What follows belongs to an exercise in optimizing a design on an open flow for small area and a short achievable clock period; a production flow would make more cautious choices.
Function was checked by simulation only, so behaviour that the tests miss may differ from the original.
Power and IR drop assume default switching activity. The flow treats the clock pin as an ideal source, which a real chip does not have.

job 101:
==> flow/design.v <==
module scp_crc8_byte (
    input  wire [7:0] acc,
    input  wire [7:0] data,
    output reg  [7:0] next
);
    integer i;
    always @(*) begin
        next = acc ^ data;
        for (i = 0; i < 8; i = i + 1)
            next = next[0] ? ((next >> 1) ^ 8'h8C) : (next >> 1);
    end
endmodule
module scp_crc16_byte (
    input  wire [15:0] acc,
    input  wire [7:0]  data,
    output reg  [15:0] next
);
    integer i;
    always @(*) begin
        next = acc ^ {8'h00, data};
        for (i = 0; i < 8; i = i + 1)
            next = next[0] ? ((next >> 1) ^ 16'h8408) : (next >> 1);
    end
endmodule
module scp_rx #(
    parameter BUF_BYTES = 64
) (
    input  wire                   clk,
    input  wire                   rst,
    input  wire [7:0]             cfg_sof,
    input  wire                   cfg_dup_suppress,
    input  wire [15:0]            cfg_max_dlen,
    input  wire [7:0]             cfg_prev_seq_reset,
    input  wire [63:0]            cfg_sub_ids,
    input  wire [3:0]             cfg_sub_en,
    input  wire                   in_valid,
    input  wire [7:0]             in_byte,
    input  wire                   abort,
    output reg                    ev_valid,
    output reg  [2:0]             ev_code,
    output wire [15:0]            ev_cmd,
    output wire [15:0]            ev_dlen,
    output wire [8*BUF_BYTES-1:0] ev_payload
);
    localparam [2:0] EV_NONE = 3'd0, EV_BAD_SOF = 3'd1, EV_DLEN_OVERFLOW = 3'd2,
                     EV_CRC8_MISMATCH = 3'd3, EV_CRC16_MISMATCH = 3'd4,
                     EV_DUPLICATE = 3'd5, EV_UNKNOWN_CMD = 3'd6, EV_DISPATCH = 3'd7;
    reg st_sof, st_dlen0, st_dlen1, st_seq, st_crc8, st_cmd0, st_cmd1, st_data,
        st_c16a, st_c16b;
    reg [6:0]  rx_dlen;         
    reg        rx_dlen_big;     
    reg [7:0]  rx_prev_seq;
    reg        rx_abandon;
    reg [15:0] rx_cmd;
    reg        rx_sub;          
    reg        rx_c16_lo_ok;    
    reg [7:0]  rx_row_n;        
    reg [7:0]  rx_col_n;        
    reg [6:0]  rx_rem;          
    reg        rx_last;         
    reg [7:0]  rx_c8_acc;
    reg [15:0] rx_c16_acc;
    reg [7:0]  rx_buf [0:BUF_BYTES-1];
    assign ev_cmd  = rx_cmd;
    assign ev_dlen = {9'd0, rx_dlen};
    genvar g;
    generate
        for (g = 0; g < BUF_BYTES; g = g + 1) begin : g_payload
            assign ev_payload[8*g +: 8] = rx_buf[g];
        end
    endgenerate
    wire [7:0]  c8_fed;
    wire [15:0] c16_fed;
    scp_crc8_byte  u_c8  (.acc(st_sof ? 8'hFF : rx_c8_acc),     .data(in_byte), .next(c8_fed));
    scp_crc16_byte u_c16 (.acc(st_sof ? 16'hFFFF : rx_c16_acc), .data(in_byte), .next(c16_fed));
    wire take      = in_valid;
    wire is_sof    = (in_byte == cfg_sof);
    wire dlen_big  = rx_dlen_big || (in_byte != 8'd0);
    wire c8_ok     = (in_byte == rx_c8_acc);
    wire c16_ok    = rx_c16_lo_ok && (in_byte == rx_c16_acc[15:8]);
    reg subscribed;
    integer k;
    always @(*) begin
        subscribed = 1'b0;
        for (k = 0; k < 4; k = k + 1)
            if (cfg_sub_en[k] && cfg_sub_ids[16*k +: 16] == rx_cmd)
                subscribed = 1'b1;
    end
    integer b;
    always @(posedge clk) begin
        for (b = 0; b < BUF_BYTES; b = b + 1)
            if (!rx_row_n[b / 8] && !rx_col_n[b % 8])
                rx_buf[b] <= in_byte;
    end
    always @(posedge clk) begin
        rx_sub <= subscribed;
        if (take) begin
            rx_c8_acc <= c8_fed;
            if (!(st_c16a || st_c16b))
                rx_c16_acc <= c16_fed;
        end
        if (take && st_dlen0) begin
            rx_dlen     <= in_byte[6:0];
            rx_dlen_big <= (in_byte > 8'd64) ||
                           (cfg_max_dlen[15:8] == 8'd0 && in_byte > cfg_max_dlen[7:0]);
        end
        if (take && st_seq)
            rx_abandon <= cfg_dup_suppress && (in_byte == rx_prev_seq);
        if (take && st_cmd0) rx_cmd[7:0]  <= in_byte;
        if (take && st_cmd1) rx_cmd[15:8] <= in_byte;
        if (take && st_c16a) rx_c16_lo_ok <= (in_byte == rx_c16_acc[7:0]);
        if (take && st_cmd1) begin
            rx_row_n <= 8'hFE;
            rx_col_n <= 8'hFE;
            rx_rem   <= rx_dlen;
            rx_last  <= (rx_dlen == 7'd1);
        end else if (take && st_data) begin
            rx_col_n <= {rx_col_n[6:0], rx_col_n[7]};
            if (!rx_col_n[7])
                rx_row_n <= {rx_row_n[6:0], 1'b1};
            rx_rem   <= rx_rem - 7'd1;
            rx_last  <= (rx_rem == 7'd2);
        end
        if (rst) begin
            rx_prev_seq <= cfg_prev_seq_reset;
        end else if (take && st_seq && cfg_dup_suppress) begin
            rx_prev_seq <= in_byte;
        end
        if (rst) begin
            {st_sof, st_dlen0, st_dlen1, st_seq, st_crc8, st_cmd0, st_cmd1, st_data,
             st_c16a, st_c16b} <= 10'b1000000000;
            ev_valid <= 1'b0;
        end else begin
            ev_valid <= take;
            if (abort) begin
                {st_sof, st_dlen0, st_dlen1, st_seq, st_crc8, st_cmd0, st_cmd1, st_data,
                 st_c16a, st_c16b} <= 10'b1000000000;
            end else if (take) begin
                st_sof   <= (st_sof && !is_sof) || (st_dlen1 && dlen_big) ||
                            (st_crc8 && !c8_ok) || st_c16b;
                st_dlen0 <= st_sof && is_sof;
                st_dlen1 <= st_dlen0;
                st_seq   <= st_dlen1 && !dlen_big;
                st_crc8  <= st_seq;
                st_cmd0  <= st_crc8 && c8_ok;
                st_cmd1  <= st_cmd0;
                st_data  <= (st_cmd1 && rx_dlen != 7'd0) || (st_data && !rx_last);
                st_c16a  <= (st_cmd1 && rx_dlen == 7'd0) || (st_data && rx_last);
                st_c16b  <= st_c16a;
            end
        end
        if (st_sof && !is_sof)
            ev_code <= EV_BAD_SOF;
        else if (st_dlen1 && dlen_big)
            ev_code <= EV_DLEN_OVERFLOW;
        else if (st_crc8 && !c8_ok)
            ev_code <= EV_CRC8_MISMATCH;
        else if (st_c16b)
            ev_code <= !c16_ok    ? EV_CRC16_MISMATCH :
                       rx_abandon ? EV_DUPLICATE :
                       !rx_sub    ? EV_UNKNOWN_CMD : EV_DISPATCH;
        else
            ev_code <= EV_NONE;
    end
endmodule
Settings: LEC_CHECK=0, CAP_MARGIN=10, CORE_MARGIN=2, CORE_UTILIZATION=55, SETUP_SLACK_MARGIN=2.7, SLEW_MARGIN=10; clock period 5.0 ns.
standard.sh (not shown) runs the stock make flow with config.mk's settings and CLKGATE_MAP_FILE= SYNTH_SCRIPT=/design/flow/synth_recipe.tcl, a recipe that flattens the netlist after the stock synthesis.
==> flow/flow/run.sh <==
#!/bin/bash
# The standard ORFS layout (the standard.sh), with the port buffers that
# global placement inserts made sky130_fd_sc_hd__buf_1 instead of the delay
# buffer buffer_ports picks by itself. Every input and output port still gets
# its buffer; nothing else in the flow changes.
set -euo pipefail
export BUFFER_PORTS_ARGS="-buffer_cell sky130_fd_sc_hd__buf_1"
export CTS_ARGS="-sink_clustering_enable -repair_clock_nets -dont_use_dummy_load -sink_clustering_size 30 -sink_clustering_max_diameter 80 -buf_list {sky130_fd_sc_hd__clkbuf_8 sky130_fd_sc_hd__clkbuf_16}"
bash standard.sh > orfs_make.log 2>&1
Input-level comparison between job 102 and job 101:
Settings: swapping 55 for 60 in CORE_UTILIZATION; swapping 10 for 20 in CAP_MARGIN; putting ABC_AREA at 1 where nothing was set; swapping 10 for 20 in SLEW_MARGIN.
Notes after the runs:
Measured against each other, job 101 and job 102 differ in global-route usage, the lower figure coming from job 101.
Job 102 against job 101; post-placement cell count is up by a few percent.
Power: job 102 draws more than job 101
Summary of the comparison: filler cell count is lower in job 102, relative to job 101.
Higher post-route worst setup slack goes to job 101 over job 102.
Against job 101, the final cell area of job 102 is higher.
Delta (job 102 minus job 101): post-synthesis compound-gate area fraction moved up, area added between synthesis and finish saw a decrease.
What job 103 does differently from job 102 at the input level:
Settings: swapping 20 for 10 in SLEW_MARGIN; clearing SETUP_SLACK_MARGIN, which used to be 2.7; swapping 20 for 10 in CAP_MARGIN; clearing ABC_AREA, which used to be 1.
Results
Wire length of the first global-routing pass came out lower on job 103 than on job 102.
Run comparison: job 103 timing startpoint of the critical path in_byte[1]; job 102 timing startpoint of the critical path rx_cmd[5]$_DFFE_PP_
Of job 103 and job 102, the run reporting the lower count of buffer and inverter cells on the critical path was job 102.
From job 102 to job 103, sequential cell count did not move at all.
Clock buffer and inverter area fraction after layout delta (job 102 -> job 103): insignificant
Of job 103 and job 102, job 103 shows the lower power density over the cells, with job 102 above it.
Of job 103 and job 102, the lower global-route usage belongs to job 103.
Going from job 102 to job 103, cell-internal power lost 0.95 mW, global-route met3 utilization picked up an extra 0.15 points.
Critical path depth in cells in job 103 is 6 higher than in job 102
Looking only at final area, and setting everything else aside, the higher value of job 103 and job 102 goes to job 102.
Cmp job 103 and job 102 / via total after detailed routing / higher: job 102
> inputs changed (job 103 -> job 104)
Settings: SETUP_SLACK_MARGIN now 2.7, previously not set.
==> flow/flow/run.sh <==
#!/bin/bash
# The standard ORFS layout (the standard.sh: standard synthesis, floorplan,
# power grid, placement, CTS, routing), with two changes to how it is made:
# * the port buffers that global placement inserts are sky130_fd_sc_hd__buf_1
#   instead of the delay buffer buffer_ports picks by itself (every input and
#   output port still gets its own buffer);
# * clock tree synthesis clusters up to 30 sinks within 80 um per leaf buffer
#   and inserts no dummy loads. The tree stays balanced: every register sees
#   the same clock arrival, as in the standard flow.
# make's full output goes to orfs_make.log; each ORFS step keeps its own log
# under orfs/logs.
set -euo pipefail
export BUFFER_PORTS_ARGS="-buffer_cell sky130_fd_sc_hd__buf_1"
export CTS_ARGS="-sink_clustering_enable -repair_clock_nets -dont_use_dummy_load -sink_clustering_size 30 -sink_clustering_max_diameter 80 -buf_list {sky130_fd_sc_hd__clkbuf_8 sky130_fd_sc_hd__clkbuf_16}"
bash standard.sh > orfs_make.log 2>&1
==> comparison <==
| power density relative to cell area | job 104 vs job 103 | 0.39% lower |. Looking at final critical delay including setup and external delays, job 104 sits below job 103. In the tables for job 103 and job 104, routed length on met2 reads lower with job 104. Final critical-path share of the clock period ends up lower on job 104.


Starts from the design.v that is shown in full above.
clock: 5.0 ns
lec_check: 0
cap_margin: 10
core_margin: 2
core_utilization: 60
place_density: 0.75
setup_slack_margin: 2.7
slew_margin: 10
==> flow/flow/run.sh <==
#!/bin/bash
# The standard ORFS layout (the standard.sh), with the port buffers that
# global placement inserts made sky130_fd_sc_hd__buf_1 instead of the delay
# buffer buffer_ports picks by itself. Every input and output port still gets
# its buffer; nothing else in the flow changes.
set -euo pipefail
export BUFFER_PORTS_ARGS="-buffer_cell sky130_fd_sc_hd__buf_1"
export CTS_ARGS="-sink_clustering_enable -repair_clock_nets -dont_use_dummy_load -sink_clustering_size 30 -sink_clustering_max_diameter 80 -buf_list {sky130_fd_sc_hd__clkbuf_8 sky130_fd_sc_hd__clkbuf_16}"
bash standard.sh > orfs_make.log 2>&1
Edit:
- PLACE_DENSITY: 0.75 -> default
- SETUP_SLACK_MARGIN: 2.7 -> 2.0
The new run produced a clean layout.
Total power stays flat.
Setup slack is worse by 330 ps.
Design area drops by 1.0%.
Sequential cell count does not change.
Edit:
- CAP_MARGIN: 10 -> 20
- CORE_UTILIZATION: 60 -> 65
- SETUP_SLACK_MARGIN: 2.0 -> 2.7
- SLEW_MARGIN: 10 -> 20
=>
- maximum frequency rose by roughly a tenth
- global-route usage climbs by 3.7 points
- worst hold slack improves by 11 ps
- clock skew shrinks by 13 ps
- power hardly moves
Edit:
- CORE_UTILIZATION: 65 -> 60
What happened:
- The new run passed the timing, DRC and antenna checks
- sequential share of layout area is higher by 0.14 points
- cell area barely changes
- clock power is higher by about 2%
- global-route usage is lower by 3.4 points
- area after synthesis is unchanged
- critical path depth stays the same
- setup slack improved by 87 ps
- sequential power stays flat
- total power is higher by 0.49%
- via count is lower by 1.8%
- cell count hardly moves
Edit:
--- a/flow/flow/run.sh
+++ b/flow/flow/run.sh
@@ -6,4 +6,4 @@
 set -euo pipefail
 export BUFFER_PORTS_ARGS="-buffer_cell sky130_fd_sc_hd__buf_1"
-export CTS_ARGS="-sink_clustering_enable -repair_clock_nets -dont_use_dummy_load -sink_clustering_size 30 -sink_clustering_max_diameter 80 -buf_list {sky130_fd_sc_hd__clkbuf_8 sky130_fd_sc_hd__clkbuf_16}"
+export CTS_ARGS="-sink_clustering_enable -repair_clock_nets -dont_use_dummy_load -sink_clustering_size 25 -sink_clustering_max_diameter 60 -buf_list {sky130_fd_sc_hd__clkbuf_8 sky130_fd_sc_hd__clkbuf_16}"
 bash standard.sh > orfs_make.log 2>&1
- CAP_MARGIN: 20 -> 10
- SLEW_MARGIN: 20 -> 10
What happened:
- sequential power stays flat
- synthesized area stays the same
- via count came out higher by 0.39%
- routed wire length stays flat
- hold slack got worse by 9.4 ps
Edit:
--- a/flow/flow/run.sh
+++ b/flow/flow/run.sh
@@ -6,4 +6,4 @@
 set -euo pipefail
 export BUFFER_PORTS_ARGS="-buffer_cell sky130_fd_sc_hd__buf_1"
-export CTS_ARGS="-sink_clustering_enable -repair_clock_nets -dont_use_dummy_load -sink_clustering_size 25 -sink_clustering_max_diameter 60 -buf_list {sky130_fd_sc_hd__clkbuf_8 sky130_fd_sc_hd__clkbuf_16}"
+export CTS_ARGS="-sink_clustering_enable -repair_clock_nets -dont_use_dummy_load -sink_clustering_size 30 -sink_clustering_max_diameter 80 -buf_list {sky130_fd_sc_hd__clkbuf_8 sky130_fd_sc_hd__clkbuf_16}"
 bash standard.sh > orfs_make.log 2>&1
- SETUP_SLACK_MARGIN: 2.7 -> 3.0
Effect: The changed run completed with no timing, DRC or antenna violations; area after synthesis stays the same; register-to-register slack improves by 150 ps; sequential power is about the same; final cell count came out higher slightly; combinational power increases by about a fifth; non-clock buffer count rose by 17; routed wire length climbs slightly; fmax grows slightly; first-iteration DRC count increases slightly.


== run A ==
Another version of the RTL of scp_rx (not shown whole).
Size: roughly 610 flip-flops, roughly 21000 um2 of cells after synthesis.
clock: 5.0 ns
lec_check: 0
cap_margin: 20
core_margin: 2
core_utilization: 60
setup_slack_margin: 2.7
slew_margin: 20
==> flow/flow/run.sh <==
#!/bin/bash
# The standard ORFS layout (the standard.sh), with the port buffers that
# global placement inserts made sky130_fd_sc_hd__buf_1 instead of the delay
# buffer buffer_ports picks by itself. Every input and output port still gets
# its buffer; nothing else in the flow changes.
set -euo pipefail
export BUFFER_PORTS_ARGS="-buffer_cell sky130_fd_sc_hd__buf_1"
export CTS_ARGS="-sink_clustering_enable -repair_clock_nets -dont_use_dummy_load -sink_clustering_size 45 -sink_clustering_max_diameter 40 -buf_list {sky130_fd_sc_hd__clkbuf_8 sky130_fd_sc_hd__clkbuf_16}"
bash standard.sh > orfs_make.log 2>&1
### run A -> run B
==> flow/flow/run.sh <==
#!/bin/bash
# The standard ORFS layout (the standard.sh), with the port buffers that
# global placement inserts made sky130_fd_sc_hd__buf_1 instead of the delay
# buffer buffer_ports picks by itself. Every input and output port still gets
# its buffer; nothing else in the flow changes.
set -euo pipefail
export BUFFER_PORTS_ARGS="-buffer_cell sky130_fd_sc_hd__buf_1"
export CTS_ARGS="-sink_clustering_enable -repair_clock_nets -dont_use_dummy_load -sink_clustering_size 40 -sink_clustering_max_diameter 50 -buf_list {sky130_fd_sc_hd__clkbuf_8 sky130_fd_sc_hd__clkbuf_16}"
bash standard.sh > orfs_make.log 2>&1
==> summary.txt <==
When run B is set beside run A, its proportion of power drawn by the clock network turns out to be 3.7 points smaller.
Compared with run A, run B shows number of violations reported at the end of detailed-routing iteration 0 that has gone up by more than 10%.
Per the comparison of run B with run A, final worst-path cycle share saw an increase, via count dropped 0.51%, wire length of the first global-routing pass lower.
Setup changes, run B to run C
# run B
export LEC_CHECK = 0
export CAP_MARGIN = 20
export CORE_MARGIN = 2
export CORE_UTILIZATION = 60
export SETUP_SLACK_MARGIN = 2.7
export SLEW_MARGIN = 20
create_clock -name core_clock -period 5.0 [get_ports {clk}]
# run C
export LEC_CHECK = 0
export CAP_MARGIN = 20
export CORE_MARGIN = 2
export CORE_UTILIZATION = 60
export CTS_CLUSTER_DIAMETER = 60
export CTS_CLUSTER_SIZE = 25
export SETUP_SLACK_MARGIN = 2.7
export SLEW_MARGIN = 20
create_clock -name core_clock -period 5.0 [get_ports {clk}]
==> flow/flow/run.sh <==
#!/bin/bash
# The standard ORFS layout (the standard.sh), with the port buffers that
# global placement inserts made sky130_fd_sc_hd__buf_1 instead of the delay
# buffer buffer_ports picks by itself. Every input and output port still gets
# its buffer; nothing else in the flow changes.
set -euo pipefail
export BUFFER_PORTS_ARGS="-buffer_cell sky130_fd_sc_hd__buf_1"
bash standard.sh > orfs_make.log 2>&1
## What came out
The higher minimum clock period after layout of run B and run C is in run B.
Summary: with run B as the reference, routed metal-1 wire length in run C moved up slightly.
Worst setup slack, run B and run C: smaller value in run B
Run C finished every step from synthesis to the final layout, and the layout passed the timing, DRC and antenna checks.
Run B → run C: final period utilization now smaller; final instance area now larger.
Destination of the critical timing path = ev_cmd[5]: run C; destination of the critical timing path = ev_cmd[6]: run B
Measured against each other, run B and run C differ in fraction of layout cells with a size suffix above 1, the lower figure coming from run B.
Run B and run C ended up with nearly the same via count.
The worst-case clock skew number comes out higher for run B vs run C.
For the signed area change from the synthesized netlist to the final layout, run C came in 1.3 points higher than run B did.
The following lists how run D was set up differently from run C:
# run C
export LEC_CHECK = 0
export CAP_MARGIN = 20
export CORE_MARGIN = 2
export CORE_UTILIZATION = 60
export CTS_CLUSTER_DIAMETER = 60
export CTS_CLUSTER_SIZE = 25
export SETUP_SLACK_MARGIN = 2.7
export SLEW_MARGIN = 20
create_clock -name core_clock -period 5.0 [get_ports {clk}]
# run D
export LEC_CHECK = 0
export CAP_MARGIN = 20
export CORE_MARGIN = 2
export CORE_UTILIZATION = 60
export SETUP_SLACK_MARGIN = 2.7
export SLEW_MARGIN = 20
create_clock -name core_clock -period 5.0 [get_ports {clk}]
-- flow/flow/run.sh --
<<< run C, line 6
set -euo pipefail
export BUFFER_PORTS_ARGS="-buffer_cell sky130_fd_sc_hd__buf_1"
bash standard.sh > orfs_make.log 2>&1
>>> run D, line 6
set -euo pipefail
export BUFFER_PORTS_ARGS="-buffer_cell sky130_fd_sc_hd__buf_1"
export CTS_ARGS="-sink_clustering_enable -repair_clock_nets -dont_use_dummy_load -sink_clustering_size 30 -sink_clustering_max_diameter 80 -buf_list {sky130_fd_sc_hd__clkbuf_8 sky130_fd_sc_hd__clkbuf_16}"
bash standard.sh > orfs_make.log 2>&1
==> summary.txt <==
Diff run C -> run D | via density per instance | up slightly. In the reports for run C and run D, the smaller met2 demand-to-capacity share in global routing belongs to run C. Changes observed in run D relative to run C: total power now sits lower; area of the die saw little to no change; cell count now sits lower. Changes observed in run D relative to run C: global-route wire length before repair has decreased; average routed wire per standard cell has increased; area of all placed cells without fillers has decreased; length of routed met2 wiring has remained practically unchanged; final HPWL from detailed placement has remained practically unchanged. Compared with run C, run D shows met3 routed wirelength that has gone up by a few percent.

[re-timing with driven ports]
The flow's constraints put no driver on any port. The routed layouts listed below were extracted and timed again, unchanged, in two steps. Step 1 sets driving cells, clkbuf_16 on the clock port and buf_2 on the other inputs (assumed; they add their load-dependent delay and slew). Step 2 moves the port delays by t, midway between the first and last clock arrival at a register: inputs arrive t later, outputs are due t later. That takes back most of the time a late clock gives input paths. Slacks: ideal / step 1 / step 2; pairs: ideal / step 1.
run | t, ns | setup slack, ns | worst data-port slew with drivers (ns) | cell pins on the clock port's net
job 101 | 0.619 | 2.758 / 2.706 / 2.192 | 0.09 | 1
job 102 | 0.615 | 2.739 / 2.686 / 2.245 | 0.07 | 1
job 103 | 0.614 | 2.392 / 2.427 / 1.813 | 0.06 | 1
job 104 | 0.594 | 2.761 / 2.707 / 2.201 | 0.06 | 1
the first run of note 2 | 0.611 | 2.726 / 2.676 / 2.156 | 0.07 | 1
the second run of note 2 | 0.614 | 2.392 / 2.427 / 1.813 | 0.06 | 1
the third run of note 2 | 0.613 | 2.638 / 2.583 / 2.243 | 0.09 | 1
the fourth run of note 2 | 0.599 | 2.725 / 2.672 / 2.196 | 0.05 | 1
the fifth run of note 2 | 0.577 | 2.742 / 2.688 / 2.247 | 0.06 | 1
the sixth run of note 2 | 0.613 | 2.762 / 2.706 / 2.425 | 0.07 | 1
run A | 0.616 | 2.751 / 2.698 / 2.204 | 0.08 | 1
run B | 0.584 | 2.717 / 2.661 / 2.222 | 0.08 | 1
run C | 0.595 | 2.763 / 2.708 / 2.220 | 0.08 | 1
run D | 0.613 | 2.749 / 2.695 / 2.240 | 0.08 | 1
After both steps setup and hold are still met in every run listed.
